Context: an optimization exercise on an open-source flow, tuned for small area. The choices shown serve that exercise and are no tape-out recipe. Only simulation tests tie the RTL to the original design; equivalence was not proved. Power and IR drop assume default switching activity.

run A:
## mfc
module mfc (
    input  wire        clk,
    input  wire        rst,         
    input  wire        psel,
    input  wire        pwrite,
    input  wire [8:2]  paddr,
    input  wire [31:0] pwdata,
    output reg  [31:0] prdata,
    input  wire        rx_valid,
    input  wire [7:0]  rx_data,
    input  wire        rx_timeout,
    input  wire        tx_ready,
    output wire        tx_valid,
    output wire [7:0]  tx_data,
    output wire        irq
);
Size in the first run: roughly 7200 cells after synthesis, ~2100 flip-flops, ~96 I/O pins, roughly 0.080 mm2 of cells after synthesis.
Settings: LEC_CHECK=0, CAP_MARGIN=20, CORE_MARGIN=2, CORE_UTILIZATION=55, GPL_TIMING_DRIVEN=0, SETUP_SLACK_MARGIN=0.6, SLEW_MARGIN=20, SYNTH_HIERARCHICAL=1, SYNTH_MINIMUM_KEEP_SIZE=0; clock period 10.0 ns.
standard.sh (not shown) runs the stock make flow with config.mk's settings and CLKGATE_MAP_FILE= SYNTH_SCRIPT=/design/flow/synth_recipe.tcl, a recipe that flattens the netlist after the stock synthesis.
==> flow/flow/run.sh <==
#!/bin/bash
# Standard ORFS layout with two changes: port buffers are buf_2 cells (not
# clock delay cells), and the clock tree is built of clkbuf_4
# buffers driving sink clusters of up to 9 flip-flops, without dummy
# balancing loads.
set -euo pipefail
bash standard.sh \
  'BUFFER_PORTS_ARGS=-buffer_cell sky130_fd_sc_hd__buf_2' \
  'CTS_ARGS=-sink_clustering_enable -repair_clock_nets -dont_use_dummy_load -buf_list sky130_fd_sc_hd__clkbuf_4 -sink_clustering_size 9 -sink_clustering_max_diameter 50' \
  finish > standard_flow.log 2>&1
Per the final summary, run A finished and its layout is clean on timing, DRC and antenna.
Relative to run A, the following input files were edited for run B:
Settings: SLEW_MARGIN changed from 20 to 10; CAP_MARGIN changed from 20 to 10; SETUP_SLACK_MARGIN changed from 0.6 to 0.5; CORE_UTILIZATION changed from 55 to 62.
--- a/flow/flow/run.sh
+++ b/flow/flow/run.sh
@@ -4 +4 @@
-# buffers driving sink clusters of up to 9 flip-flops, without dummy
+# buffers driving sink clusters of up to 8 flip-flops, without dummy
@@ -9 +9 @@
-  'CTS_ARGS=-sink_clustering_enable -repair_clock_nets -dont_use_dummy_load -buf_list sky130_fd_sc_hd__clkbuf_4 -sink_clustering_size 9 -sink_clustering_max_diameter 50' \
+  'CTS_ARGS=-sink_clustering_enable -repair_clock_nets -dont_use_dummy_load -buf_list sky130_fd_sc_hd__clkbuf_4 -sink_clustering_size 8 -sink_clustering_max_diameter 50' \
==> notes.md <==
Post-route standard cell area excluding fillers was lower in the run labelled run B. Diff run A -> run B: starting utilization of the core area saw an increase, power density over the cells saw an increase, peak ir drop on the vdd network saw an increase, total number of vias saw an increase, async set-reset flop share out of synthesis saw little to no change. Compared with run A, run B shows a higher part of the cycle the worst path needs.
For run C, these inputs were changed with respect to run B:
Settings: SETUP_SLACK_MARGIN now 0.6, was 0.5.
==> flow/flow/run.sh <==
#!/bin/bash
# Standard ORFS layout with two changes: port buffers are buf_2 cells (not
# clock delay cells), and the clock tree is a clkbuf_16 root over clkbuf_8
# buffers driving sink clusters of up to 16 flip-flops, without dummy
# balancing loads.
set -euo pipefail
bash standard.sh \
  'BUFFER_PORTS_ARGS=-buffer_cell sky130_fd_sc_hd__buf_2' \
  'CTS_ARGS=-sink_clustering_enable -repair_clock_nets -dont_use_dummy_load -root_buf sky130_fd_sc_hd__clkbuf_16 -buf_list sky130_fd_sc_hd__clkbuf_8 -sink_clustering_size 16 -sink_clustering_max_diameter 50' \
  finish > standard_flow.log 2>&1
==> comparison <==
Summary of the comparison: share of the clock period used by the worst path is lower in run C, relative to run B.
For core utilization, run B and run C come out practically identical.
Going from run B to run C, the path length in cells of the critical path was found to have gone up by 1.
Area of the core region: run C vs run B, no meaningful difference
Of the two values seen for critical path class, primary input to primary output was produced by run C and flip-flop to primary output by run B.
Sequential share of layout area: run B vs run C, no meaningful difference
Taking run B as the reference point, the critical path's largest stage delay of run C falls by 0.31 ns.
[run C vs run B] share of total power consumed by net switching: lower in run C
Edits applied to the flow inputs when going from run C to run D:
Settings: swapping 0.6 for 0.5 in SETUP_SLACK_MARGIN; swapping 10 for 15 in SLEW_MARGIN; swapping 10 for 15 in CAP_MARGIN; swapping 62 for 66 in CORE_UTILIZATION.
### Flow results
Per the comparison of run D with run C, sequential cell count essentially unchanged, worst supply voltage drop on vdd decreased about 0.32%, routing usage on met3 increased 2.3 points, layout filler cell count decreased about 12%. Per the comparison of run D with run C, wire length of the first global-routing pass now sits lower, worst setup slack fell by 0.034 ns. Largest stage delay on the critical path ends up higher on run C. Row setup slack of the most critical reg-to-reg path: run D higher / run C lower. Compared run C against run D; number of synthesized flops with an enable pin within noise. Run D: summed area of non-filler cells in the final layout is about 0.4% lower than what run C reported.

-- re-timing with driven ports --
The flow's constraints put no driver on any port. The routed layouts listed below were extracted and timed again, unchanged, in two steps. Step 1 (the two cells are an assumption about what drives the block):
set clk [get_ports {clk}]
set_driving_cell -lib_cell sky130_fd_sc_hd__clkbuf_16 $clk
set_driving_cell -lib_cell sky130_fd_sc_hd__buf_2 [delete_from_list [all_inputs] $clk]
Step 2 times the ports against the registers' clock, not the clock port: input delays grow and output delays shrink by t, the midpoint of the rising clock arrivals with the driver on. a / b / c = ideal / step 1 / step 2; a / b = the first two.
run	shift t [ns]	setup slack, ns	latest minus earliest clock arrival (ns)	worst slew at a driven data input, ns	pins driven straight from the clock port
run A	1.366	0.540 / 0.393 / 0.393	0.135 / 0.135	0.27	1
run B	1.384	0.292 / 0.096 / 0.096	0.122 / 0.122	0.34	1
run C	0.859	0.403 / 0.174 / 0.174	0.101 / 0.101	0.35	1
run D	0.838	0.369 / 0.190 / 0.190	0.120 / 0.120	0.21	1
After both steps every run listed still meets setup and hold. The setup slack of run C, which loses most, moves by -0.229 ns with the drivers and by -0.229 ns with both steps.
